From an optimization exercise on the open Yosys and OpenROAD flow, aimed at small area, a short achievable clock period and few clock cycles per item; shortcuts taken in it are not production practice.
Where RTL was checked, it was by simulation tests only, not by an equivalence proof against the original.
Power and IR drop assume default switching activity.

Design ptouch_rast, start of the top module:
module ptouch_rast (
    input  wire        clk,
    input  wire        rst,         
    input  wire [1:0]  cfg_fmt,     
    input  wire [9:0]  cfg_wd,      
    input  wire [9:0]  cfg_pd,      
    input  wire [9:0]  cfg_tp,      
    input  wire [9:0]  cfg_rm,      
    input  wire        in_valid,
    output wire        in_ready,
    input  wire [31:0] in_pix,      
    output wire        out_valid,
    input  wire        out_ready,
    output wire [7:0]  out_data,
    output wire        out_last
);
clock: 28.0 ns
lec_check: 0
cap_margin: 20
core_margin: 2
core_utilization: 40
slew_margin: 60
standard.sh (not shown) runs the stock make flow with config.mk's settings and CLKGATE_MAP_FILE= SYNTH_SCRIPT=/design/flow/synth_recipe.tcl, a recipe that flattens the netlist after the stock synthesis.
==> flow/flow/run.sh <==
#!/bin/bash
# The standard layout (bash standard.sh, standard synthesis unchanged) with
# two placement/CTS choices passed through ORFS's own variables:
#  - port buffers: plain buf_1 cells instead of the delay cells that
#    buffer_ports picks by default;
#  - before the placement resizer, flow/outdrive.tcl gives the output
#    ports' buffers and the flip-flops that drive them the next drive strength;
#  - clock tree: larger sink clusters and no dummy loads.
# make's full output goes to standard.log; ORFS's per-step logs stay under orfs/logs.
set -euo pipefail
export BUFFER_PORTS_ARGS="-buffer_cell sky130_fd_sc_hd__buf_1"
export PRE_RESIZE_TCL="$PWD/flow/outdrive.tcl"
export CTS_ARGS="-sink_clustering_enable -repair_clock_nets -dont_use_dummy_load -sink_clustering_size 14 -sink_clustering_max_diameter 100 -buf_list sky130_fd_sc_hd__clkbuf_8"
bash standard.sh > standard.log 2>&1
==> flow/flow/outdrive.tcl <==
# Before the placement resizer: the output ports' buffers and the flip-flops
# that drive them get the next drive strength of the same cell.
set n_up 0
foreach port [all_outputs] {
  set pnet [get_nets -quiet [get_full_name $port]]
  if {[llength $pnet] != 1} { continue }
  foreach bpin [get_pins -quiet -of_objects $pnet -filter "direction==output"] {
    set buf [get_cells -of_objects $bpin]
    if {[get_property $buf ref_name] eq "sky130_fd_sc_hd__buf_1"} {
      replace_cell $buf [get_lib_cells sky130_fd_sc_hd__buf_2]
    }
    foreach ipin [get_pins -quiet -of_objects $buf -filter "direction==input"] {
      set inet [get_nets -quiet -of_objects $ipin]
      foreach dpin [get_pins -quiet -of_objects $inet -filter "direction==output"] {
        set inst [get_cells -of_objects $dpin]
        set master [get_property $inst ref_name]
        if {[regexp {^(sky130_fd_sc_hd__dfxtp)_1$} $master -> base]} {
          replace_cell $inst [get_lib_cells ${base}_2]
          incr n_up
        }
      }
    }
  }
}
puts "outdrive.tcl: upsized $n_up output flip-flops"
Rerun with:
--- a/flow/design.v
+++ b/flow/design.v
@@ -8,19 +8,19 @@
     input  wire [9:0]  cfg_rm,      
     input  wire        in_valid,
     output wire        in_ready,
     input  wire [31:0] in_pix,      
     output wire        out_valid,
     input  wire        out_ready,
     output wire [7:0]  out_data,
     output wire        out_last
 );
-    localparam integer DEPTH = 5;           
+    localparam integer DEPTH = 4;           
     localparam integer CAP   = DEPTH + 1;   
     reg fgray, pd_nz;
     always @(posedge clk) begin
         fgray <= (cfg_fmt == 2'd0);
         pd_nz <= (cfg_pd != 10'd0);
     end
     reg        rst_q;
     always @(posedge clk) rst_q <= rst;
     reg        in_ready_r;
@@ -118,19 +118,19 @@
                 pushq <= (ph == 3'd7) || lb1;
                 pushl <= lb1;
                 ph    <= lb1 ? cfg_rm[2:0] : ph + 3'd1;
             end else if (push) begin
                 sh <= 8'd0;
             end
         end
     end
     reg [8:0] fm [0:DEPTH-1];
-    reg [2:0] wp, rp;
+    reg [1:0] wp, rp;
     reg [2:0] fcnt;
     wire      fne  = (fcnt != 3'd0);
     assign    push = pushq && (fcnt != DEPTH);
     wire [8:0] head = fm[rp];
     always @(posedge clk) begin
         if (push) fm[wp] <= {pushl, sh};
     end
     reg       ov, ol;     
     reg       sv, sl;     
@@ -174,29 +174,29 @@
     wire ir_f0 = !(nb_f0 == CAP && (iph == 3'd0 || fb))     && !(cs && pend_f0 == 2'd2);
     wire ir_n  = fire ? ir_f1 : ir_f0;
     always @(posedge clk) begin
         if (rst_q) begin
             L     <= cfg_rm[9:3];
             T     <= cfg_tp[9:3];
             bdone <= 1'b0;
             pend  <= 2'd0;
             nb    <= 3'd0;
-            wp    <= 3'd0;
-            rp    <= 3'd0;
+            wp    <= 2'd0;
+            rp    <= 2'd0;
             fcnt  <= 3'd0;
         end else begin
             if (go) begin
                 L     <= t_one ? cfg_rm[9:3] : L - {6'd0, l_nz};
                 T     <= t_one ? cfg_tp[9:3] : T - 7'd1;
                 bdone <= !t_one && (bdone || (!emit_zero && head[8]));
             end
-            if (push) wp <= (wp == DEPTH - 1) ? 3'd0 : wp + 3'd1;
-            if (pop)  rp <= (rp == DEPTH - 1) ? 3'd0 : rp + 3'd1;
+            if (push) wp <= wp + 2'd1;
+            if (pop)  rp <= rp + 2'd1;
             fcnt <= ld ? fcnt_1 : fcnt_0;
             pend <= fire ? pend_f1 : pend_f0;
             nb   <= fire ? nb_f1 : nb_f0;
         end
     end
     always @(posedge clk) begin
         if (rst || rst_q) begin
             ov         <= 1'b0;
             sv         <= 1'b0;
=> Worst setup slack improves by 20 ps; die area is lower by 3.7%; area after synthesis came out lower by 3.8%; core utilization falls by 0.52 points; power came out lower by 3.8%; sequential share of layout area goes down by 0.63 points; non-clock buffer count falls by 2; routed wire length fell by 4.0%; fmax grows by 0.30%; clock-buffer cell count goes down by 1.
Testbench counts after the change, summed over its fixed seeds: cycles 307,095, items 303,778.
Only the layout flow was run in the first run of this note; the RTL was not checked for function there.

---

== try-pepper ==
ptouch_rast, a different RTL version from the one above (not shown whole).
Size: roughly 1,500 cells after synthesis, roughly 210 flip-flops, about 0.015 mm² of cells after synthesis.
==> flow/config.mk <==
export PLATFORM = sky130hd
export DESIGN_NAME = ptouch_rast
export DESIGN_NICKNAME = ptouch_rast
export VERILOG_FILES = /design/flow/design.v
export SDC_FILE = /design/flow/constraint.sdc
export NUM_CORES = 4
export LEC_CHECK = 0
export CAP_MARGIN = 20
export CORE_MARGIN = 2
export CORE_UTILIZATION = 40
export SLEW_MARGIN = 20
==> flow/constraint.sdc <==
create_clock -name core_clock -period 28.0 [get_ports {clk}]
set_input_delay 5.6000 -clock core_clock [delete_from_list [all_inputs] [get_ports {clk}]]
set_output_delay 5.6000 -clock core_clock [all_outputs]
set_load 0.01 [all_outputs]
==> flow/flow/run.sh <==
#!/bin/bash
# The standard layout (bash standard.sh, standard synthesis unchanged) with
# placement/CTS choices passed through ORFS's own variables:
#  - port buffers: plain buf_2 cells instead of the delay cells that
#    buffer_ports picks by default;
#  - before the placement resizer, flow/upsize.tcl gives the drivers of
#    high-fanout nets a stronger cell of the same function;
#  - clock tree: larger sink clusters and no dummy loads.
# make's full output goes to standard.log; ORFS's per-step logs stay under orfs/logs.
set -euo pipefail
export BUFFER_PORTS_ARGS="-buffer_cell sky130_fd_sc_hd__buf_2"
export PRE_RESIZE_TCL="$PWD/flow/upsize.tcl"
export CTS_ARGS="-sink_clustering_enable -repair_clock_nets -dont_use_dummy_load -sink_clustering_size 20 -sink_clustering_max_diameter 120"
bash standard.sh > standard.log 2>&1
==> flow/flow/upsize.tcl <==
# Before the placement resizer: give the drivers of high-fanout nets a
# stronger cell of the same function (nothing else changes), and keep the
# delay cells out of the resizer's buffer choice.
set_dont_use [get_lib_cells {sky130_fd_sc_hd__clkdlybuf4s*}]
set n_up 0
foreach net [get_nets *] {
  set loads [get_pins -quiet -of_objects $net -filter "direction==input"]
  if {[llength $loads] < 6} { continue }
  set drv [get_pins -quiet -of_objects $net -filter "direction==output"]
  if {[llength $drv] != 1} { continue }
  set inst [get_cells -of_objects $drv]
  set master [get_property $inst ref_name]
  if {![regexp {^(sky130_fd_sc_hd__[a-z0-9]+)_(0|1)$} $master -> base sz]} { continue }
  if {[string match "*df*" $base] || [string match "*dl*" $base]} { continue }
  set want [expr {[llength $loads] >= 12 ? 4 : 2}]
  foreach s [list $want 2] {
    set cand [get_lib_cells -quiet ${base}_$s]
    if {[llength $cand] == 1 && ![get_property $cand dont_use]} {
      replace_cell $inst $cand
      incr n_up
      break
    }
  }
}
puts "upsize.tcl: upsized $n_up drivers of high-fanout nets"
try-pepper: full flow OK, the timing, DRC and antenna checks passed
Testbench counts of try-pepper, summed over its fixed seeds: cycles 306,604, items 303,778.
> inputs changed (try-pepper -> try-fjord)
diff --git a/flow/design.v b/flow/design.v
--- a/flow/design.v
+++ b/flow/design.v
@@ -53,24 +53,26 @@
             cs <= row_last;
         end
     end
     wire       a_one = (cfg_fmt != 2'd2);
     wire       a_lo  = !in_pix[7];
     wire [6:0] a6_in = a_one ? 7'h7f : (a_lo ? 7'd0 : in_pix[6:0]);
+    wire [8:0] a3_in = {2'd0, in_pix[6:0]} + {1'd0, in_pix[6:0], 1'b0};
     reg [23:0] p0;        
     reg [6:0]  a60;       
+    reg [8:0]  t30;       
     reg        v0, lb0;
     always @(posedge clk) begin
         p0  <= in_pix[31:8];
         a60 <= a6_in;
+        t30 <= a_one ? 9'd381 : (a_lo ? 9'd0 : a3_in);
         v0  <= !rst_q && fire && row_band;
         lb0 <= row_lb;
     end
     wire [9:0] m1 = {3'b001, a60};
     wire [9:0] m2 = {2'b01, a60, 1'b0};
-    wire [8:0] t30 = {2'd0, a60} + {1'd0, a60, 1'b0};     
     wire [9:0] m3 = {1'b0, t30} + 10'd384;
     function [9:0] msel(input [1:0] d);
         msel = (d == 2'd0) ? 10'd0 : (d == 2'd1) ? m1 : (d == 2'd2) ? m2 : m3;
     endfunction
     function [15:0] mul(input [7:0] c);
         mul = {6'd0, msel(c[1:0])} + {4'd0, msel(c[3:2]), 2'd0}
Results
try-fjord vs. try-pepper: die span in x went up, share of the clock period used by the worst path after layout did not really move, post-route cell area went up, net count after synthesis went up, number of distinct library cells after synthesis went down. try-fjord against try-pepper: final wirelength down about 0.4%, minimum period implied by the final worst setup slack shows a reduction of 32 ps. Re met1 routing resource usage after global routing: try-fjord is 0.35 points down on try-pepper. Lower power share of the clock group goes to try-pepper over try-fjord. On fraction of area in registers, try-fjord and try-pepper are neck and neck.
Function not checked in try-fjord: the RTL went through the layout flow alone.

re-timing with driven ports:
In the flow no input, the clock included, has a driving cell. The finished layouts below were timed again as built, in two steps. Step 1: set_driving_cell puts a clkbuf_16 on clk and a buf_2 on each other input, an assumption about the parent block. Step 2 moves the port delays by t, midway between the first and last clock arrival at a register: inputs arrive t later, outputs are due t later. That takes back most of the time a late clock gives input paths. a / b / c = ideal / step 1 / step 2; a / b = the first two.
run | t, ns | slack for setup (ns) | hold WS [ns] | worst register clock-pin slew, ns
the first run of note 1 | 0.591 | 21.323 / 21.273 / 20.914 | 0.391 / 0.391 / 0.391 | 0.11 / 0.11
the second run of note 1 | 0.574 | 21.344 / 21.295 / 20.971 | 0.363 / 0.363 / 0.363 | 0.10 / 0.10
try-pepper | 0.528 | 21.042 / 21.070 / 20.541 | 0.335 / 0.335 / 0.335 | 0.09 / 0.09
try-fjord | 0.525 | 21.073 / 21.113 / 20.588 | 0.343 / 0.343 / 0.343 | 0.09 / 0.09
After both steps every run listed still meets setup and hold. The setup slack of try-pepper, which loses most, moves by +0.028 ns with the drivers and by -0.501 ns with both steps.
